Source: an optimization exercise on an open RTL-to-GDS flow (aim: small area, a short achievable clock period and few clock cycles per item). Production flows keep margins and buffers that such runs may drop. In this exercise RTL edits were held to simulation tests only and were not proved equivalent to the original. Power figures rest on the tool's default switching activity, not on a simulated workload.

===== run.sh =====
#!/bin/bash
# synth_recipe.tcl (not shown) runs the flow's synth.tcl, then flattens the netlist and writes it again
# the make line also repeats each setting of config.mk as NAME=value (left out here)
make -C /OpenROAD-flow-scripts/flow DESIGN_CONFIG=/design/flow/config.mk WORK_HOME=/design/flow/orfs CLKGATE_MAP_FILE= SYNTH_SCRIPT=/design/flow/synth_recipe.tcl finish

===== config.mk =====
export PLATFORM = sky130hd
export DESIGN_NAME = lamp_display_mux
export DESIGN_NICKNAME = lamp_display_mux
export VERILOG_FILES = /design/flow/design.v
export SDC_FILE = /design/flow/constraint.sdc
export NUM_CORES = 4
export LEC_CHECK = 0
export ABC_AREA = 1
export CAP_MARGIN = 20
export CORE_MARGIN = 2
export CORE_UTILIZATION = 40
export PLACE_DENSITY = 0.6
export SETUP_SLACK_MARGIN = 3.6
export SLEW_MARGIN = 20

===== constraint.sdc =====
create_clock -name core_clock -period 8.0 [get_ports {clk}]
set_input_delay 1.6000 -clock core_clock [delete_from_list [all_inputs] [get_ports {clk}]]
set_output_delay 1.6000 -clock core_clock [all_outputs]
set_load 0.01 [all_outputs]

===== design.v =====
module ldm_dd #(parameter N = 6) (
    input  wire [23:0]  bcd_in,
    input  wire [N-1:0] bits,
    output reg  [23:0]  bcd_out
);
    integer k, n;
    reg [3:0] dg, ad;
    always @(*) begin
        bcd_out = bcd_in;
        for (n = N - 1; n >= 0; n = n - 1) begin
            for (k = 0; k < 6; k = k + 1) begin
                dg = bcd_out[4*k +: 4];
                ad[3] = dg[3] | (dg[2] & (dg[1] | dg[0]));
                ad[2] = (dg[2] & ~dg[1] & ~dg[0]) | (dg[3] & dg[0]);
                ad[1] = (~dg[2] & dg[1]) | (dg[2] & dg[1] & dg[0]) | (dg[3] & ~dg[0]);
                ad[0] = (~dg[3] & ~dg[2] & dg[0]) | (dg[2] & dg[1] & ~dg[0]) | (dg[3] & ~dg[0]);
                bcd_out[4*k +: 4] = ad;
            end
            bcd_out = {bcd_out[22:0], bits[n]};
        end
    end
endmodule
module ldm_div_stage #(parameter RB = 6) (
    input  wire [7:0]    r_in,
    input  wire [RB-1:0] bits,
    input  wire [7:0]    d,
    input  wire [9:0]    d3,
    output reg  [7:0]    r_out,
    output reg           q_last
);
    integer k;
    reg [9:0]  x;
    reg [10:0] s1, s2, s3;
    always @(*) begin
        r_out  = r_in;
        q_last = 1'b0;
        for (k = RB / 2 - 1; k >= 0; k = k - 1) begin
            x  = {r_out, bits[2*k +: 2]};
            s1 = {1'b0, x} - {3'b000, d};
            s2 = {1'b0, x} - {2'b00, d, 1'b0};
            s3 = {1'b0, x} - {1'b0, d3};
            if (!s3[10]) begin
                r_out  = s3[7:0];
                q_last = 1'b1;
            end else if (!s2[10]) begin
                r_out  = s2[7:0];
                q_last = 1'b0;
            end else if (!s1[10]) begin
                r_out  = s1[7:0];
                q_last = 1'b1;
            end else begin
                r_out  = x[7:0];
                q_last = 1'b0;
            end
        end
    end
endmodule
module ldm_sel (
    input  wire [511:0] fp,
    input  wire [2:0]   sb,
    input  wire [2:0]   sbp,         
    input  wire [5:0]   ptr,
    input  wire         use_ptr,
    output wire         found,
    output reg  [5:0]   idx,
    output reg  [7:0]   idx_fp,
    output reg  [63:0]  flash,
    output reg  [63:0]  after        
);
    integer i, g;
    reg [7:0]  gt_hi, eq_hi, gt_lo;
    reg [63:0] cand;
    reg [7:0]  gor, goh;
    reg [2:0]  bank_lo [0:7];
    reg [7:0]  bank_fp [0:7];
    reg        below;
    reg [2:0]  rb, rb2;
    wire [2:0] rptr_hi = ptr[5:3] - sbp;
    always @(*) begin
        for (i = 0; i < 8; i = i + 1) begin
            rb = i[2:0] - sbp;
            gt_hi[i] = !use_ptr || (rb > rptr_hi);
            eq_hi[i] = use_ptr && (rb == rptr_hi);
            gt_lo[i] = (i > ptr[2:0]);
        end
        for (i = 0; i < 64; i = i + 1) begin
            flash[i] = (fp[8*i +: 8] != 8'd0);
            after[i] = gt_hi[i / 8] || (eq_hi[i / 8] && gt_lo[i % 8]);
            cand[i]  = flash[i] && after[i];
        end
        for (g = 0; g < 8; g = g + 1) begin
            gor[g]   = (cand[8*g +: 8] != 8'd0);
            below    = 1'b0;
            bank_lo[g] = 3'd0;
            bank_fp[g] = 8'd0;
            for (i = 0; i < 8; i = i + 1) begin
                if (cand[8*g + i] && !below) begin
                    bank_lo[g] = bank_lo[g] | i[2:0];
                    bank_fp[g] = bank_fp[g] | fp[8*(8*g + i) +: 8];
                end
                below = below | cand[8*g + i];
            end
        end
        for (g = 0; g < 8; g = g + 1) begin
            below = 1'b0;
            rb = g[2:0] - sb;
            for (i = 0; i < 8; i = i + 1) begin
                rb2 = i[2:0] - sb;
                if (rb2 < rb)
                    below = below | gor[i];
            end
            goh[g] = gor[g] && !below;
        end
        idx    = 6'd0;
        idx_fp = 8'd0;
        for (g = 0; g < 8; g = g + 1) begin
            if (goh[g]) begin
                idx    = idx | {g[2:0], bank_lo[g]};
                idx_fp = idx_fp | bank_fp[g];
            end
        end
    end
    assign found = (gor != 8'd0);
endmodule
module ldm_flashq (
    input  wire [15:0] x,
    output wire [7:0]  q
);
    wire       big = (x > 16'd2550);
    wire [7:0] q0  = x[11:0] / 12'd10;
    wire       nz  = (x != 16'd0);
    assign q = big ? 8'd255 : {q0[7:1], q0[0] | (nz && q0[7:1] == 7'd0)};
endmodule
module lamp_display_mux (
    input  wire        clk,
    input  wire        rst,
    input  wire        cmd_valid,
    output wire        cmd_ready,
    input  wire [63:0] cmd,
    output reg         rsp_valid,
    output wire [31:0] rsp,
    input  wire        step_valid,
    output wire        step_ready,
    output reg         step_done,
    output wire [7:0]  lamp_strobe,
    output reg  [7:0]  lamp_data,
    output wire [7:0]  disp_strobe,
    output reg  [7:0]  disp_data_a,
    output reg  [7:0]  disp_data_b
);
    localparam [7:0] OP_UPDATE    = 8'h3F;
    localparam [7:0] OP_LAMPSET   = 8'h40;
    localparam [7:0] OP_LAMPOFF   = 8'h41;
    localparam [7:0] OP_DISPVAL   = 8'h48;
    localparam [7:0] OP_DISPBLANK = 8'h49;
    localparam [7:0] OP_DISPGETB  = 8'h4A;
    localparam R1 = 2;
    localparam RB = 4;
    localparam TW = 30 - R1;         
    localparam NS = 1 + TW / RB;
    integer i, j;
    reg [63:0]  lamp_on;
    reg [63:0]  lamp_dim1;
    reg [63:0]  lamp_dim2;
    reg [511:0] lamp_fp;         
    reg [2:0]   lamp_bank;
    reg         dimc1;
    reg [1:0]   dimc2;
    reg [95:0]  dig_main;        
    reg [15:0]  dig_aux;         
    reg [23:0]  blank_main;      
    reg [3:0]   blank_aux;       
    reg [3:0]   disp_slot;
    reg         st_dv;           
    reg         st_upd;          
    wire        step_blocked;
    wire        cmd_blocked;
    assign step_ready = !st_dv && !step_blocked;
    assign cmd_ready  = !st_dv && !step_valid && !cmd_blocked;
    wire acc_step = step_valid && step_ready;
    wire acc_cmd  = cmd_valid && cmd_ready;
    wire [7:0]  op    = cmd[63:56];
    wire [7:0]  arg_a = cmd[55:48];
    wire [7:0]  arg_b = cmd[47:40];
    wire        flag0 = cmd[32];
    wire [31:0] arg_w = cmd[31:0];
    wire op_lampset = (op == OP_LAMPSET);
    wire op_lampoff = (op == OP_LAMPOFF);
    wire op_dispval = (op == OP_DISPVAL);
    wire op_dispblk = (op == OP_DISPBLANK);
    wire op_dispgtb = (op == OP_DISPGETB);
    wire op_update  = (op == OP_UPDATE);
    wire op_field   = op_dispval | op_dispblk | op_dispgtb;
    wire op_known   = op_lampset | op_lampoff | op_field | op_update;
    wire lamp_id_ok  = (arg_a[7:6] == 2'b00);
    wire field_id_ok = (arg_a[7:3] == 5'd0) && !(arg_a[2] && arg_a[1]);
    wire field_aux   = arg_a[2];             
    assign lamp_strobe = 8'd1 << lamp_bank;
    wire [2:0] step_bank = lamp_bank + 3'd1;
    wire [7:0] step_dec  = 8'd1 << step_bank;
    wire       step_c1z  = (step_bank == 3'd0) ? dimc1 : !dimc1;
    wire       step_c2z  = (step_bank == 3'd0) ? (dimc2 == 2'd2) : (dimc2 == 2'd0);
    reg [7:0] bank_on, bank_dim1, bank_dim2;
    always @(*) begin
        bank_on   = 8'd0;
        bank_dim1 = 8'd0;
        bank_dim2 = 8'd0;
        for (i = 0; i < 8; i = i + 1) begin
            if (step_dec[i]) begin
                bank_on   = bank_on   | lamp_on[8*i +: 8];
                bank_dim1 = bank_dim1 | lamp_dim1[8*i +: 8];
                bank_dim2 = bank_dim2 | lamp_dim2[8*i +: 8];
            end
        end
    end
    always @(posedge clk)
        if (acc_step)
            lamp_data <= bank_on & ((~bank_dim1 & ~bank_dim2) |
                                    (step_c1z ? bank_dim1 : 8'h00) |
                                    (step_c2z ? bank_dim2 : 8'h00));
    assign disp_strobe = {4'd0, disp_slot};
    wire [3:0] step_slot = disp_slot + 4'd1;
    reg [3:0] lane0, lane1, lane2, lane3;
    always @(*) begin
        lane0 = 4'hF;
        lane1 = 4'hF;
        lane2 = 4'hF;
        lane3 = 4'hF;
        if (step_slot < 4'd6) begin
            if (blank_main[0  + step_slot[2:0]]) lane0 = dig_main[0  + 4*step_slot[2:0] +: 4];
            if (blank_main[6  + step_slot[2:0]]) lane1 = dig_main[24 + 4*step_slot[2:0] +: 4];
            if (blank_main[12 + step_slot[2:0]]) lane2 = dig_main[48 + 4*step_slot[2:0] +: 4];
            if (blank_main[18 + step_slot[2:0]]) lane3 = dig_main[72 + 4*step_slot[2:0] +: 4];
        end else if (step_slot[3:1] == 3'b100) begin
            if (blank_aux[0 + step_slot[0]]) lane0 = dig_aux[0 + 4*step_slot[0] +: 4];
            if (blank_aux[2 + step_slot[0]]) lane1 = dig_aux[8 + 4*step_slot[0] +: 4];
        end
    end
    always @(posedge clk)
        if (acc_step) begin
            disp_data_a <= {lane1, lane0};
            disp_data_b <= {lane3, lane2};
        end
    reg       rsp_err;           
    reg       rsp_rsv;           
    reg [5:0] rsp_data;
    assign rsp = {1'b0, rsp_err, 1'b0, rsp_rsv, 22'd0, rsp_data};
    wire [15:0] period_ms = arg_w[15:0];
    wire [7:0]  flash_q;
    ldm_flashq u_fq (.x(period_ms), .q(flash_q));
    wire [5:0] ge_pow;           
    function ge_const;           
        input [31:0] x;
        input [31:0] c;
        integer k;
        begin
            ge_const = 1'b1;
            for (k = 0; k < 32; k = k + 1)
                ge_const = c[k] ? (x[k] && ge_const) : (x[k] || ge_const);
        end
    endfunction
    assign ge_pow[0] = ge_const(arg_w, 32'd1);
    assign ge_pow[1] = ge_const(arg_w, 32'd10);
    assign ge_pow[2] = ge_const(arg_w, 32'd100);
    assign ge_pow[3] = ge_const(arg_w, 32'd1000);
    assign ge_pow[4] = ge_const(arg_w, 32'd10000);
    assign ge_pow[5] = ge_const(arg_w, 32'd100000);
    reg [5:0] mask_main;
    reg [1:0] mask_aux;
    always @(*) begin
        for (i = 0; i < 6; i = i + 1)
            mask_main[i] = !flag0 || ge_pow[5 - i] || ge_const({24'd0, arg_b}, 6 - i);
        for (i = 0; i < 2; i = i + 1)
            mask_aux[i] = !flag0 || ge_pow[1 - i] || ge_const({24'd0, arg_b}, 2 - i);
    end
    reg [TW-1:0] treg;           
    reg [R1-1:0] tq_hi;          
    reg [2:0]    rem5;
    reg [NS-2:0] d5_sel;         
    reg  [23:0] bcd;
    reg  [27:0] dvreg;           
    reg  [1:0]  dv_k;            
    reg  [2:0]  dv_field;
    wire [2:0]  dv_n1 = (arg_w[31:28] != 4'd0) ? 3'd4 :
                        (arg_w[27:21] != 7'd0) ? 3'd3 :
                        (arg_w[20:14] != 7'd0) ? 3'd2 :
                        (arg_w[13:7]  != 7'd0) ? 3'd1 : 3'd0;
    reg  [6:0]  dv_top, dv_chunk;
    always @(*) begin
        dv_top   = 7'd0;
        dv_chunk = 7'd0;
        for (i = 0; i < 4; i = i + 1)
            if (dv_n1 == i) dv_top = dv_top | arg_w[7*i +: 7];
        if (dv_n1 == 3'd4) dv_top = dv_top | {3'd0, arg_w[31:28]};
        for (i = 0; i < 4; i = i + 1)
            if (dv_k == i) dv_chunk = dv_chunk | dvreg[7*i +: 7];
    end
    wire [23:0] bcd_first, bcd_cont;
    ldm_dd #(.N(7)) u_dd_first (.bcd_in(24'd0), .bits(dv_top), .bcd_out(bcd_first));
    ldm_dd #(.N(7)) u_dd_cont  (.bcd_in(bcd), .bits(dv_chunk), .bcd_out(bcd_cont));
    wire [23:0] bcd_new   = st_dv ? bcd_cont : bcd_first;
    wire acc_dispval = acc_cmd && op_dispval && field_id_ok;
    wire dv_last     = st_dv ? (dv_k == 2'd0) : (dv_n1 == 3'd0);
    wire dv_write    = (st_dv || acc_dispval) && dv_last;
    wire [2:0] dv_wfield = st_dv ? dv_field : arg_a[2:0];
    function [3:0] div5_bit;     
        input [2:0] r;
        input       b;
        reg   [3:0] x;
        begin
            x = {r, b};
            div5_bit[3] = x[3] | (x[2] & (x[1] | x[0]));
            div5_bit[2] = (x[2] & ~x[1] & ~x[0]) | (x[3] & x[0]);
            div5_bit[1] = (~x[2] & x[1]) | (x[2] & x[1] & x[0]) | (x[3] & ~x[0]);
            div5_bit[0] = (~x[3] & ~x[2] & x[0]) | (x[2] & x[1] & ~x[0]) | (x[3] & ~x[0]);
        end
    endfunction
    reg [R1+1:0] q5_first;
    reg [2:0]    r5_first;
    reg [3:0]    t5;
    always @(*) begin
        r5_first = 3'd0;
        for (i = R1 + 1; i >= 0; i = i - 1) begin
            t5 = div5_bit(r5_first, arg_w[TW + i]);
            q5_first[i] = t5[3];
            r5_first = t5[2:0];
        end
    end
    reg [RB-1:0] d5_in;
    reg [RB-1:0] q5_next;
    reg [2:0]    r5_next;
    reg [3:0]    t5n;
    always @(*) begin
        d5_in = {RB{1'b0}};
        for (i = 0; i < NS - 1; i = i + 1)
            if (d5_sel[i]) d5_in = d5_in | treg[TW - RB - RB*i +: RB];
        r5_next = rem5;
        for (i = RB - 1; i >= 0; i = i - 1) begin
            t5n = div5_bit(r5_next, d5_in[i]);
            q5_next[i] = t5n[3];
            r5_next = t5n[2:0];
        end
    end
    reg  [5:0] ptr;
    wire       found;
    wire [5:0] sel_idx;
    wire [7:0] sel_fp;
    wire [63:0] flash;
    wire [63:0] after_ptr;
    reg  [2:0]  upd_sb;          
    wire [2:0]  sel_sb = st_upd ? upd_sb : lamp_bank + 3'd1;
    ldm_sel u_sel (.fp(lamp_fp), .sb(sel_sb), .sbp(upd_sb), .ptr(ptr), .use_ptr(st_upd),
                   .found(found), .idx(sel_idx), .idx_fp(sel_fp), .flash(flash),
                   .after(after_ptr));
    reg        pv   [1:NS];
    reg  [5:0] pidx [1:NS];
    reg  [7:0] pfp  [1:NS];
    reg  [9:0] pd3  [2:NS];      
    reg  [7:0] prem [2:NS];
    wire [9:0] d3_first = {2'b00, pfp[1]} + {1'b0, pfp[1], 1'b0};
    wire [7:0] srem [1:NS];
    wire       sq   [1:NS];
    genvar g;
    generate
        for (g = 1; g <= NS; g = g + 1) begin : g_stage
            if (g == 1) begin : g_first
                ldm_div_stage #(.RB(R1)) u_st (
                    .r_in(8'd0), .bits(tq_hi), .d(pfp[g]), .d3(d3_first),
                    .r_out(srem[g]), .q_last(sq[g]));
            end else begin : g_next
                ldm_div_stage #(.RB(RB)) u_st (
                    .r_in(prem[g]), .bits(treg[TW - RB*(g-1) +: RB]), .d(pfp[g]), .d3(pd3[g]),
                    .r_out(srem[g]), .q_last(sq[g]));
            end
        end
    endgenerate
    wire upd_on = !sq[NS];
    reg  pv_mid;                 
    always @(*) begin
        pv_mid = 1'b0;
        for (i = 1; i < NS; i = i + 1)
            pv_mid = pv_mid | pv[i];
    end
    wire acc_update = acc_cmd && op_update;
    wire upd_issue  = (acc_update || st_upd) && found;
    wire upd_drain  = !found && !pv_mid;
    wire upd_wr     = st_upd && pv[NS];
    reg        wnone;            
    reg  [2:0] wr_hi;            
    reg  [2:0] wr_lo;            
    reg  [63:0] pend;
    reg  [2:0]  rb_i;
    reg  [7:0]  bank_pend;
    always @(*) begin
        for (i = 0; i < 64; i = i + 1) begin
            rb_i = i[5:3] - upd_sb;
            pend[i] = flash[i] && (wnone || (rb_i > wr_hi) ||
                                   (rb_i == wr_hi && i[2:0] > wr_lo));
        end
        for (i = 0; i < 8; i = i + 1)
            bank_pend[i] = (pend[8*i +: 8] != 8'd0);
    end
    reg  bp1_q, bp2_q;           
    reg  stepped_q;              
    always @(posedge clk) begin
        bp1_q     <= acc_update || bank_pend[lamp_bank + 3'd1];
        bp2_q     <= acc_update || bank_pend[lamp_bank + 3'd2];
        stepped_q <= acc_step;
    end
    assign step_blocked = st_upd && (stepped_q ? bp2_q : bp1_q);
    wire ls_fp_zero = !flag0 || (period_ms == 16'd0);
    wire ls_pend    = pend[arg_a[5:0]];
    wire ls_safe    = !lamp_id_ok || (!ls_pend && (!after_ptr[arg_a[5:0]] || ls_fp_zero));
    reg  ls_safe_q;              
    reg  offer_q;                
    assign cmd_blocked  = st_upd && ((op_lampset && !(offer_q && ls_safe_q)) ||
                                     op_lampoff || op_update);
    wire        clr_lamps = rst || (acc_cmd && op_lampoff);
    wire        ls_wr     = acc_cmd && op_lampset && lamp_id_ok;
    wire [63:0] ls_dec    = 64'd1 << arg_a[5:0];
    wire [63:0] up_dec    = 64'd1 << pidx[NS];
    wire        ls_on     = ls_wr && ls_fp_zero;
    wire [7:0]  fp_wd     = (clr_lamps || !flag0) ? 8'd0 : flash_q;
    wire        d1_wd     = !clr_lamps && flag0 && arg_b[0];
    wire        d2_wd     = !clr_lamps && flag0 && arg_b[1];
    always @(posedge clk) begin
        for (i = 0; i < 64; i = i + 1) begin
            if (clr_lamps || (ls_wr && ls_dec[i])) begin
                lamp_fp[8*i +: 8] <= fp_wd;
                lamp_dim1[i]      <= d1_wd;
                lamp_dim2[i]      <= d2_wd;
            end
            if (clr_lamps)
                lamp_on[i] <= 1'b0;
            else if (ls_on && ls_dec[i])
                lamp_on[i] <= flag0;
            else if (upd_wr && up_dec[i])
                lamp_on[i] <= upd_on;
        end
    end
    always @(posedge clk) begin
        for (i = 0; i < 4; i = i + 1) begin
            if (rst)
                blank_main[6*i +: 6] <= 6'd0;
            else if (acc_cmd && (op_dispval || op_dispblk) && arg_a == i)
                blank_main[6*i +: 6] <= op_dispblk ? arg_w[5:0] : mask_main;
            if (rst)
                dig_main[24*i +: 24] <= 24'd0;
            else if (dv_write && dv_wfield == i)
                for (j = 0; j < 6; j = j + 1)
                    dig_main[24*i + 4*j +: 4] <= bcd_new[4*(5 - j) +: 4];
        end
        for (i = 0; i < 2; i = i + 1) begin
            if (rst)
                blank_aux[2*i +: 2] <= 2'd0;
            else if (acc_cmd && (op_dispval || op_dispblk) && arg_a == 4 + i)
                blank_aux[2*i +: 2] <= op_dispblk ? arg_w[1:0] : mask_aux;
            if (rst)
                dig_aux[8*i +: 8] <= 8'd0;
            else if (dv_write && dv_wfield == 4 + i)
                dig_aux[8*i +: 8] <= {bcd_new[3:0], bcd_new[7:4]};
        end
    end
    always @(posedge clk) begin
        if (rst) begin
            lamp_bank <= 3'd0;
            dimc1     <= 1'b0;
            dimc2     <= 2'd0;
            disp_slot <= 4'd0;
            st_dv     <= 1'b0;
            st_upd    <= 1'b0;
            rsp_valid <= 1'b0;
            step_done <= 1'b0;
            offer_q   <= 1'b0;
        end else begin
            step_done <= acc_step;
            offer_q   <= cmd_valid && !acc_cmd;
            ls_safe_q <= ls_safe;
            if (acc_step) begin
                lamp_bank <= lamp_bank + 3'd1;
                if (lamp_bank == 3'd7) begin
                    dimc1 <= !dimc1;
                    dimc2 <= (dimc2 == 2'd2) ? 2'd0 : dimc2 + 2'd1;
                end
                disp_slot <= disp_slot + 4'd1;
            end
            rsp_valid <= 1'b0;
            if (acc_cmd) begin
                if (acc_dispval)
                    rsp_valid <= dv_last;
                else
                    rsp_valid <= 1'b1;
                st_dv  <= acc_dispval && !dv_last;
                if (acc_update)
                    st_upd <= found;
            end
            if (st_dv && dv_last) begin
                rsp_valid <= 1'b1;
                st_dv     <= 1'b0;
            end
            if (st_upd && upd_drain)
                st_upd    <= 1'b0;
        end
    end
    always @(posedge clk) begin
        if (acc_cmd) begin
            rsp_rsv  <= !op_known;
            rsp_err  <= !op_known || (op_lampset && !lamp_id_ok) || (op_field && !field_id_ok);
            rsp_data <= 6'd0;
            if (op_dispgtb && field_id_ok)
                rsp_data <= field_aux ? {4'd0, blank_aux[2*arg_a[0] +: 2]}
                                      : blank_main[6*arg_a[1:0] +: 6];
        end
    end
    always @(posedge clk) begin
        if (acc_update)
            treg <= arg_w[TW-1:0];
        else if (st_upd)
            for (i = 0; i < NS - 1; i = i + 1)
                if (d5_sel[i]) treg[TW - RB - RB*i +: RB] <= q5_next;
        if (acc_update) begin
            tq_hi  <= q5_first[R1-1:0];
            rem5   <= r5_first;
            d5_sel <= {{(NS-2){1'b0}}, 1'b1};
            wnone  <= 1'b1;
            upd_sb <= lamp_bank + 3'd1;
        end else if (st_upd) begin
            d5_sel <= d5_sel << 1;
            if (d5_sel != 0)
                rem5 <= r5_next;
            if (upd_wr) begin
                wnone <= 1'b0;
                wr_hi <= pidx[NS][5:3] - upd_sb;
                wr_lo <= pidx[NS][2:0];
            end
        end
        if (acc_dispval || st_dv) begin
            bcd  <= bcd_new;
            dv_k <= st_dv ? dv_k - 2'd1 : dv_n1[1:0] - 2'd1;
        end
        if (acc_dispval) begin
            dv_field <= arg_a[2:0];
            dvreg    <= arg_w[27:0];
        end
    end
    always @(posedge clk) begin
        if (rst) begin
            for (i = 1; i <= NS; i = i + 1)
                pv[i] <= 1'b0;
        end else begin
            pv[1] <= upd_issue;
            for (i = 2; i <= NS; i = i + 1)
                pv[i] <= pv[i - 1];
        end
        if (upd_issue) begin
            ptr     <= sel_idx;
            pidx[1] <= sel_idx;
            pfp[1]  <= sel_fp;
        end
        pd3[2] <= d3_first;
        for (i = 3; i <= NS; i = i + 1)
            pd3[i] <= pd3[i - 1];
        for (i = 2; i <= NS; i = i + 1) begin
            pidx[i] <= pidx[i - 1];
            pfp[i]  <= pfp[i - 1];
            prem[i] <= srem[i - 1];
        end
    end
endmodule

==> impl_metrics.tcl, run 1 <==
set metrics [dict create \
    slew_headroom_pct 21.4 \
    p_leak_nw 38.4 \
    placed_cells 11100 \
    p_per_area_mw_per_mm2 268 \
    crit_family "simple AND/OR/NAND/NOR gates" \
    synth_area_per_cell_sq_um 8.42 \
    ys_top_cells_by_area "edfxtp_1 (32%), dfxtp_1 (12%), ha_1 (7.6%)" \
    drt_iter0_drc 6961 \
    cts.sink_count 1241 \
    p_comb_share_pct 44.4 \
    synth.most_common_cell "nand2_1" \
    ios 144 \
    drc 0 \
    cts_root_buf "clkbuf_16" \
    nets 9961 \
    drt_wl_total_um 282000 \
    synth.distinct_cells 76 \
    core_area_sq_mm 0.181 \
    grt_max_degree 133 \
    crit_slowest_cell "fa_2" \
    worst_pin_slew_ns 1.17 \
    hold_viol_final 0 \
    numCtsBuffers 135 \
    place.gp.congestion 0.990 \
    overflow 0 \
    r2r_cells 19 \
    rrSetupSlack_ns 3.19 \
    firstDrtPassIters 6 \
    critPathRequiredTime_ns 8.42 \
    p_sw_share_pct 37.5 \
    worstSetupStartpointType "flip-flop" \
    outcome "no timing/DRC/antenna violations" \
    clkPwrFrac_pct 25.2 \
    n_fill_cell 16300 \
    antenna_left 0 \
    ir_drop_mv 0.430 \
    multiInputGateArea_sq_mm 0.0406 \
    wl_per_cell_um 23.7 \
    end_kind "flip-flop" \
    regToRegStartpoint "ptr[3]$_SDFFCE_PP1P_" \
    synth_top_area_share_pct 32.3 \
    setup_viol_count_final 0 \
    avgViaCountPerCell 5.82 \
    grt_setup_unrepaired "yes" \
    clock_path_buffers 3 \
    synth-seq-cells 1241 \
    crit_chain "inv_2 > ha_4 > inv_2 > fa_2 > clkinv_4 > ha_4 > inv_4 > nor2_4 > nand3_4 > o31ai_2 > nand2_1 > nand3_2 > nor2_1 > a221oi_2 > o2111ai_1 > nand2_4 > nand2_4 > a21oi_4 > nand4_1" \
    skew_ns 0.0382 \
    vias 69200 \
    cp_num_buf_inv 4 \
    syn_inst 8694 \
    antenna_found_initial 11 \
    seq_power_share_pct 30.4 \
    cts_hold_buffers 0 \
    die_area_sq_mm 0.186 \
    grt_usage_pct 28.4 \
    p_sw_mw 9.41 \
    synth_common_cells "nand2_1 (1425), inv_1 (1293), o21ai_0 (804), edfxtp_1 (786), a21oi_1 (678)" \
    finalCriticalPeriod_ns 4.81 \
    numPortBuffers 108 \
    cts_tree "yes" \
    layout-drive-gt1-share_pct 22.3 \
    stdcell_count 11900 \
    reg2reg_to "pfp[1][7]$_DFFE_PP_" \
    dieHeight_um 432 \
    grt_pass1_wl_um 400000 \
    p_int_mw 15.7 \
    whs_path_depth 0 \
    synth_edf_count 786 \
    fin_crit_sh_pct 60.1 \
    synth_flop_cell "edfxtp_1" \
    yosys.area.top_type "edfxtp_1" \
    hold_start "pidx[4][1]$_DFF_P_" \
    max_cap_violations 0 \
    tns_ns 0 \
    fp.dieW_um 432 \
    timing.fmax_mhz 208 \
    crit_fanout 10 \
    yosysWarnings 17 \
    path_clk_slew_ns 0.06 \
    rows 156 \
    first_global_vias 64600 \
    max_stage_delay_ns 0.55 \
    syn_to_final_growth_pct 27.9 \
    holdCritPathClass "reg2reg" \
    synth-seq-area-share_pct 44.7 \
    clk_latency_ns 0.81 \
    initial_utilization_pct 40.4 \
    worst-setup-path-type "reg2reg" \
    worstPathArrival_ns 5.24 \
    slew_violations 0 \
    dp_hpwl_um 193000 \
    netlist_area_sq_mm 0.0732 \
    htreeDepth 4 \
    seqCellArea_sq_mm 0.0328 \
    min_to "pidx[5][1]$_DFF_P_" \
    synth-async-reset-ratio_pct 0 \
]
-- cell type report --
cell class	count	share of cell area, %
clock inverters	68	0.819
flip-flops and latches	1241	35.0
inverters	1347	5.75
multi-input cells	5916	43.4
repair buffers	759	7.79
clock buffers	178	3.95
diodes	1	0.00267
repair inverters	7	0.0762
well taps	2370	3.17
-- worst max-delay path by stage --
stage          cells past startpoint                        to                 start  slack, ns
2_1_floorplan                     27          bcd[3]$_DFFE_PP_               cmd[19]       3.11
3_3_place_gp                      33    lamp_fp[393]$_DFFE_PP_               cmd[10]       1.12
3_5_place_dp                      33    lamp_fp[201]$_DFFE_PP_               cmd[10]       1.16
4_1_cts                           25       pfp[1][5]$_DFFE_PP_   upd_sb[0]$_DFFE_PP_       3.33
5_1_grt                           32  lamp_on[30]$_SDFFE_PP0P_     pfp[8][1]$_DFF_P_       3.16
6_report                          19       pfp[1][7]$_DFFE_PP_  ptr[3]$_SDFFCE_PP1P_       3.19
-- cells in the final DEF (no fill, tap or decap), drive strengths merged, types with 28 or more instances in the layout --
cell type,synthesis,routed
ha,442,442
conb,1,28
o21ai,844,844
a211oi,38,38
buf,58,654
edfxtp,786,786
xnor2,59,59
nor2,661,661
nor4,144,144
inv,1324,1325
dfxtp,455,455
clkdlybuf4s50,0,69
or2,36,36
xor2,129,129
a21oi,691,691
nand4,91,91
nand2,1450,1455
o21bai,31,31
o211ai,128,128
clkinv,23,66
nand3,322,332
o22ai,88,88
fa,44,44
clkbuf,178,192
a22oi,66,66
nor3,154,157
a2bb2oi,29,29
a31oi,31,31
o31ai,52,52
a221oi,111,111
o2111ai,51,51
-- cell families (layout without fill, tap and decap cells) --
group / count (synthesis) / count (layout) / share of synthesized area, %
xor gates and xnor gates: 188 / 188 / 2.25
adders and majority gates: 486 / 486 / 8.76
AOI/OAI and AO/OA: 2293 / 2294 / 18.7
DFF: 1241 / 1241 / 44.7
and+or+nand+nor: 2880 / 2898 / 16.9
other: 1 / 29 / 0.00512
muxes: 22 / 22 / 0.304
buffers and inverters: 1583 / 2359 / 8.33
-- what timing repair did --
item	4_1_cts	5_1_grt
gates resized for setup	871	925
cloned	34	22
setup buffers	318	201
endpoints found under the setup margin	1580	964
pin swaps	222	351
-- state kept, by name, indices dropped and copies added (netlist names), 6 cells and up --
register / cells
bcd: 24
blank_main: 24
d5_sel: 7
dig_aux: 16
dig_main: 96
disp_data_a: 8
disp_data_b: 8
dvreg: 28
lamp_data: 8
lamp_dim1: 64
lamp_dim2: 64
lamp_fp: 512
lamp_on: 64
pd3: 70
pfp: 57
pidx: 42
prem: 56
ptr: 6
pv: 8
rsp_data: 6
treg: 28
-- per-stage QoR --
stage	hold slack, ns	area (sq um)	util (%)	setup WS, ns	power (mW)
floorplan	0.310	73700	-	3.11	12.6
global route	0.328	93600	51.6	3.16	26.2
CTS	0.323	88100	48.6	3.33	23.2
detailed placement	0.312	77600	42.8	1.16	14.4
finish	0.319	93600	51.6	3.19	25.1
global placement	0.313	77600	42.8	1.12	14.3
-- power by group through the flow --
stage                     logic, mW  clock network, mW  registers (mW)
final                          11.1               6.32            7.64
after global routing           11.9               6.65            7.68
after CTS                      9.20               6.39            7.61
after detailed placement       6.65                  0            7.73
after global placement         6.53                  0            7.73
after floorplan                4.96                  0            7.62
-- worst register-to-register path, delay by kind of cell (launching register included) --
kind	cells	cell delay (ns)
AND/OR/NAND/NOR	8	1.41
AO/OA/AOI/OAI	4	1.33
adder cells (fa/ha/maj)	3	0.97
flip-flops	1	0.47
buffers and inverters	4	0.28
-- per-layer routing --
metal | track usage [%] | up-vias | wire length, um
met2 | 45.6 | 3270 | 129000
met4 | 14.8 | 8 | 17200
met3 | 5.61 | 855 | 24200
met1 | 36.1 | 33300 | 112000
li1 | - | 31800 | -
met5 | 0 | - | 62
Testbench counts, summed over its fixed seeds: cycles 6,035, items 3,200.
==> inputs of run 2 (changes only) <==
--- a/config.mk
+++ b/config.mk
@@ -8,2 +8,3 @@
 export ABC_AREA = 1
+export ABC_CLOCK_PERIOD_IN_PS = 5000
 export CAP_MARGIN = 20
@@ -12,3 +13,3 @@
 export PLACE_DENSITY = 0.6
-export SETUP_SLACK_MARGIN = 3.6
+export SETUP_SLACK_MARGIN = 3.2
 export SLEW_MARGIN = 20
==> impl_metrics.tcl, run 2 <==
set metrics [dict create \
    overflow 0 \
    worstSetupStartpointType "flip-flop" \
    use_met1_pct 34.4 \
    whs_path_depth 0 \
    antenna_found_initial 11 \
    cts_root_buf "clkbuf_16" \
    yosys.area_share.simple_pct 16.9 \
    grt_setup_unrepaired "yes" \
    initial_utilization_pct 40.4 \
    grt_pass1_wl_um 377000 \
    crit_top_cell "nand2_2" \
    clock_path_buffers 3 \
    layout-drive-gt1-share_pct 14.2 \
    synth_top_area_share_pct 32.3 \
    drt_wl_total_um 259000 \
    critPathRequiredTime_ns 8.58 \
    first_global_vias 62000 \
    synth_area_per_cell_sq_um 8.42 \
    final_cell_mix "nand2_1 (1300), inv_1 (1214), edfxtp_1 (786)" \
    clk_latency_ns 0.81 \
    hold_start "pidx[5][1]$_DFF_P_" \
    netlist_area_sq_mm 0.0732 \
    syn_inst 8694 \
    rows 156 \
    ios 144 \
    yosys.area.top_type "edfxtp_1" \
    cts.sink_count 1241 \
    regMostFlops "lamp_fp" \
    vias 65900 \
    synth.most_common_cell "nand2_1" \
    slew_headroom_pct 14.3 \
    ir_drop_mv 0.234 \
    dieHeight_um 432 \
    synth_xor_area_share_pct 2.25 \
    drc 0 \
    rrSetupSlack_ns 3.11 \
    p_per_area_mw_per_mm2 261 \
    outcome "no timing/DRC/antenna violations" \
    htreeDepth 4 \
    synth_edf_count 786 \
    finalCriticalPeriod_ns 4.89 \
    synth_flop_cell "edfxtp_1" \
    busiest_layer "met2" \
    p_sw_mw 8.35 \
    end_kind "flip-flop" \
    setup_slack_ns 3.11 \
    top_regs "lamp_fp x512, dig_main x96, pd3 x70" \
    synth-async-reset-ratio_pct 0 \
    core_area_sq_mm 0.181 \
    place.gp.congestion 0.978 \
    grt_max_degree 125 \
    tns_ns 0 \
    fin_crit_sh_pct 61.2 \
    largest_register_ffs 512 \
    grt_usage_pct 26.5 \
    hold_viol_final 0 \
    worstPathArrival_ns 5.48 \
    avgViaCountPerCell 5.69 \
    p_int_mw 14.4 \
    worst-setup-path-type "reg2reg" \
    holdCritPathClass "reg2reg" \
    drt_iter0_drc 6675 \
    regToRegStartpoint "ptr[3]$_SDFFCE_PP1P_" \
    synthMuxAreaShare_pct 0.304 \
    numCtsBuffers 141 \
    p_sw_share_pct 36.7 \
    cts_tree "yes" \
    antenna_left 0 \
    r2r_cells 28 \
    crit_fanout 6 \
    synth-seq-cells 1241 \
    synth-seq-area-share_pct 44.7 \
    firstDrtPassIters 8 \
    seq_power_share_pct 33.4 \
    yosysWarnings 17 \
    numPortBuffers 108 \
    ys_top_cells_by_area "edfxtp_1 (32%), dfxtp_1 (12%), ha_1 (7.6%)" \
    min_to "pidx[6][1]$_DFF_P_" \
    reg2reg_to "pfp[1][2]$_DFFE_PP_" \
    p_leak_nw 36.1 \
    layout_commonest_cell "nand2_1" \
    synth.distinct_cells 76 \
    synth_common_cells "nand2_1 (1425), inv_1 (1293), o21ai_0 (804), edfxtp_1 (786), a21oi_1 (678)" \
    p_comb_share_pct 38.0 \
    nets 9633 \
    clkPwrFrac_pct 28.6 \
    fp.dieW_um 432 \
    timing.fmax_mhz 204 \
    setup_viol_count_final 0 \
    synth_top_family_by_area "compound AO/OA/AOI/OAI gates" \
    max_stage_delay_ns 0.46 \
    crit_slowest_cell "edfxtp_1" \
    use_met3_pct 4.69 \
    dp_hpwl_um 187000 \
    skew_ns 0.0453 \
    syn_to_final_growth_pct 19.2 \
    max_cap_violations 0 \
    cts_hold_buffers 0 \
    place_worst_setup_slack_ns 1.49 \
    worst_pin_slew_ns 1.28 \
    synth_adder_area_share_pct 8.76 \
    die_area_sq_mm 0.186 \
    synth_compound_area_share_pct 18.7 \
    worstSetupStartpoint "ptr[3]$_SDFFCE_PP1P_" \
    wl_per_cell_um 22.4 \
    slew_violations 0 \
    use_met2_pct 42.2 \
    path_clk_slew_ns 0.07 \
]
[run 2: cell count changes in the layout (fill, tap and decap cells not counted), sizes merged, moves of 6 or more]
| cell | delta |
|---|---|
| buf | -322 |
| clkdlybuf4s50 | +18 |
| diode | +13 |
| dlygate4sd2 | -13 |
| nand3 | -8 |
| inv | +7 |
| dlymetal6s2s | +6 |
[run 2: critical path: cells and delay by family, from the launching register on]
family | cells | cell delay [ns]
flops | 1 | 0.46
simple gates | 10 | 1.27
xor+xnor | 1 | 0.31
compound gates | 9 | 1.29
buf+inv | 5 | 0.57
fa+ha+maj | 3 | 0.76
[run 2: metal layers]
metal,wire (um),part of all wire (%),vias up
met2,117000,45,2782
met5,0,0,-
met1,106000,41,31400
li1,-,-,31100
met3,20800,8.0,606
met4,15000,5.8,0
[run 2: cells by family (layout without fill, tap and decap cells)]
kind of cell               count (synthesis)  in the layout
and+or+nand+nor                         2880           2885
AOI/OAI and AO/OA                       2293           2293
buffers and inverters                   1583           2050
DFF                                     1241           1241
adders and majority gates                486            486
xor gates and xnor gates                 188            188
muxes                                     22             22
other                                      1             42
[run 2: metrics by stage]
| stage | utilization (%) | power, mW | area, sq um | instances | hold slack, ns |
|---|---|---|---|---|---|
| 3_3_place_gp | 42.6 | 14.3 | 77300 | 11100 | 0.311 |
| 2_1_floorplan | - | 12.5 | 73400 | 8721 | 0.310 |
| 6_report | 48.1 | 22.8 | 87200 | 11600 | 0.316 |
| 5_1_grt | 48.1 | 24.0 | 87200 | 11600 | 0.323 |
| 4_1_cts | 46.3 | 21.7 | 84000 | 11400 | 0.327 |
| 3_5_place_dp | 42.6 | 14.4 | 77300 | 11100 | 0.312 |
[run 2: worst max-delay path by stage]
| stage | to | depth (start not counted) |
|---|---|---|
| 3_3_place_gp | lamp_fp[305]$_DFFE_PP_ | 35 |
| 6_report | pfp[1][2]$_DFFE_PP_ | 28 |
| 2_1_floorplan | lamp_dim1[0]$_DFFE_PP_ | 12 |
| 4_1_cts | cmd_ready | 8 |
| 3_5_place_dp | lamp_fp[305]$_DFFE_PP_ | 33 |
| 5_1_grt | ptr[1]$_DFFE_PP_ | 29 |
[run 2: area by class of cell]
type	instances	area (sq um)
fill	17100	94100
multi-input combinational	5902	37500
sequential	1241	32800
inverter	1347	5180
timing repair buffer	443	4110
clock buffer	178	3810
tap	2370	2970
clock inverter	79	817
antenna	14	35.0
timing repair inverter	3	22.5
[run 2: power groups by stage]
stage / registers [mW] / clock network, mW / logic, mW
after global placement: 7.72 / 0 / 6.55
after global routing: 7.66 / 6.86 / 9.48
after detailed placement: 7.73 / 0 / 6.67
after CTS: 7.60 / 6.59 / 7.54
final: 7.62 / 6.51 / 8.65
after floorplan: 7.62 / 0 / 4.91
[run 2: timing repair]
item	CTS	global route
setup buffers	96	121
pin swaps	61	158
cloned	6	12
setup endpoints to repair	1187	1270
gates resized for setup	321	558
==> inputs of run 3 (changes only) <==
--- a/config.mk
+++ b/config.mk
@@ -8,7 +8,6 @@
 export ABC_AREA = 1
-export ABC_CLOCK_PERIOD_IN_PS = 5000
 export CAP_MARGIN = 20
 export CORE_MARGIN = 2
-export CORE_UTILIZATION = 40
-export PLACE_DENSITY = 0.6
+export CORE_UTILIZATION = 48
+export PLACE_DENSITY = 0.65
 export SETUP_SLACK_MARGIN = 3.2
==> impl_metrics.tcl, run 3 <==
set metrics [dict create \
    outcome "no timing/DRC/antenna violations" \
    regMostFlops "lamp_fp" \
    r2r_cells 30 \
    synth-seq-area-share_pct 44.7 \
    grt_setup_unrepaired "yes" \
    setup_viol_count_final 0 \
    clock_path_buffers 3 \
    overflow 0 \
    synth.most_common_cell "nand2_1" \
    synth_xor_area_share_pct 2.25 \
    p_leak_nw 36.2 \
    synth_top_family_by_area "compound AO/OA/AOI/OAI gates" \
    synth_flop_cell "edfxtp_1" \
    numCtsBuffers 138 \
    worst_pin_slew_ns 1.23 \
    top_regs "lamp_fp x512, dig_main x96, pd3 x70" \
    wl_per_cell_um 23.0 \
    fp.dieW_um 394 \
    numPortBuffers 108 \
    initial_utilization_pct 48.2 \
    hold_viol_final 0 \
    end_kind "flip-flop" \
    synthMuxAreaShare_pct 0.304 \
    skew_ns 0.0575 \
    ios 144 \
    yosysWarnings 17 \
    synth_adder_area_share_pct 8.76 \
    avgViaCountPerCell 5.93 \
    final_cell_mix "nand2_1 (1315), inv_1 (1210), edfxtp_1 (786)" \
    synth_top_area_share_pct 32.3 \
    dp_hpwl_um 186000 \
    syn_to_final_growth_pct 18.9 \
    antenna_found_initial 9 \
    nets 9662 \
    max_cap_violations 0 \
    placed_cells 10700 \
    ys_top_cells_by_area "edfxtp_1 (32%), dfxtp_1 (12%), ha_1 (7.6%)" \
    rows 143 \
    placed_area_sq_mm 0.0769 \
    worst-setup-path-type "in2reg" \
    finalCriticalPeriod_ns 4.93 \
    yosys.area.top_type "edfxtp_1" \
    synth_common_cells "nand2_1 (1425), inv_1 (1293), o21ai_0 (804), edfxtp_1 (786), a21oi_1 (678)" \
    n_fill_cell 13600 \
    synth-async-reset-ratio_pct 0 \
    cts_root_buf "clkbuf_16" \
    ir_drop_mv 0.263 \
    grt_usage_pct 31.7 \
    dieHeight_um 394 \
    synth_area_per_cell_sq_um 8.42 \
    core_area_sq_mm 0.152 \
    antenna_left 0 \
    drt_iter0_drc 7695 \
    slew_violations 0 \
    synth_compound_area_share_pct 18.7 \
    die_area_sq_mm 0.156 \
    clk_latency_ns 0.79 \
    yosys.area_share.simple_pct 16.9 \
    p_per_area_mw_per_mm2 260 \
    vias 66700 \
    holdCritPathClass "reg2reg" \
    cts_tree "yes" \
    critPathRequiredTime_ns 8.42 \
    crit_fanout 13 \
    layout-drive-gt1-share_pct 14.4 \
    path_clk_slew_ns 0.07 \
    worstSetupStartpointType "primary input" \
    drc 0 \
    final_area_sq_mm 0.0870 \
    netlist_area_sq_mm 0.0732 \
    place.gp.congestion 1.01 \
    cts.sink_count 1241 \
    whs_path_depth 0 \
    worstPathArrival_ns 5.35 \
    grt_pass1_wl_um 379000 \
    syn_inst 8694 \
    stdcell_count 11300 \
    layout_commonest_cell "nand2_1" \
    grt_max_degree 83 \
    synth.distinct_cells 76 \
    fin_util_pct 57.4 \
    synth-seq-cells 1241 \
    slew_headroom_pct 18.1 \
    fin_crit_sh_pct 61.6 \
    synth_edf_count 786 \
    tns_ns 0 \
    firstDrtPassIters 6 \
    largest_register_ffs 512 \
    drt_wl_total_um 259000 \
    timing.fmax_mhz 203 \
    htreeDepth 4 \
    hold_slack_ns 0.325 \
    first_global_vias 62600 \
]
==> run 3: metrics by stage <==
stage                     total power [mW]  setup slack (ns)
final                                 22.7              3.07
after global routing                  23.8              3.01
after CTS                             21.6              3.13
after detailed placement              14.3              1.18
after global placement                14.2              1.09
after floorplan                       12.5              2.60
==> run 3: repair_timing <==
action                                  4_1_cts  5_1_grt
gates cloned                                 10       10
pin swaps                                    86      184
setup buffers                               117      125
hold buffers                                  0        0
endpoints found under the setup margin     1471     1151
resized for setup                           357      570
==> run 3: metal layers <==
layer  GRT usage, %  wire length [um]
met1           42.6            105000
met2           49.0            114000
met3           6.79             26300
met4           15.0             13200
met5              0               185
==> run 3: kinds of logic after synthesis <==
kind of cell	Yosys count
flip-flops	1241
other	1
adder cells (fa/ha/maj)	486
AO/OA/AOI/OAI	2293
AND/OR/NAND/NOR	2880
buffers and inverters	1583
XOR/XNOR	188
multiplexers	22
==> run 3: area by class of cell <==
class	count	area [sq um]	share of cell area, %
timing repair buffer	474	4320	4.97
clock inverter	72	729	0.838
timing repair inverter	2	15.0	0.0173
tap	2030	2540	2.92
sequential	1241	32800	37.6
antenna	5	12.5	0.0144
multi-input combinational	5904	37700	43.3
inverter	1347	5220	5.99
clock buffer	179	3760	4.32
==> run 3: critical path, cell delays in order <==
cell,delay [ns]
clkdlybuf4s50_1,0.45
buf_4,0.27
nor2_2,0.07
buf_4,0.26
inv_1,0.70
nor2_1,0.16
inv_1,0.30
o221ai_1,0.18
a221oi_1,0.39
nand3_1,0.11
o21ai_0,0.20
a21oi_1,0.11
o211ai_1,0.16
nand3_1,0.35
==> run 3: final timing paths <==
check	startpoint	to	slack [ns]
setup / recovery	cmd[49]	ls_safe_q$_DFFE_PN_	3.07
hold reg to reg	pidx[4][4]$_DFF_P_	pidx[5][4]$_DFF_P_	0.32
hold / removal	pidx[4][4]$_DFF_P_	pidx[5][4]$_DFF_P_	0.32
setup reg to reg	ptr[3]$_SDFFCE_PP1P_	pfp[1][4]$_DFFE_PP_	3.07
==> run 3: where the power goes <==
part / switching [mW] / internal (mW)
registers: 0.307 / 7.30
logic: 5.29 / 3.47
clock network: 2.76 / 3.53
total: 8.36 / 14.3

## re-timing with driven ports
No port has a modelled driver above. Below, the same layouts with a new extraction and two added sets of constraints.
Step 1 assumes that a clkbuf_16 drives the clock port and a buf_2 every other input.
Step 2 adds t to the input delays and takes it off the output delays; t is the mean of the earliest and latest rising clock arrival at the registers after step 1. Input paths then give back, and output paths get back, about the clock's delay inside the block.
a / b / c = ideal ports / drivers / drivers and shift; a / b = the first two.
run | shift t [ns] | setup WS [ns] | worst setup path after step 2
run 1 | 0.875 | 3.190 / 3.190 / 2.466 | input to register
run 2 | 0.873 | 3.106 / 3.106 / 2.467 | input to register
run 3 | 0.855 | 3.072 / 3.074 / 2.268 | input to register
After both steps every run listed still meets setup and hold. For run 3, which loses most, drivers alone change the setup slack by +0.002 ns; drivers and shift together by -0.804 ns.
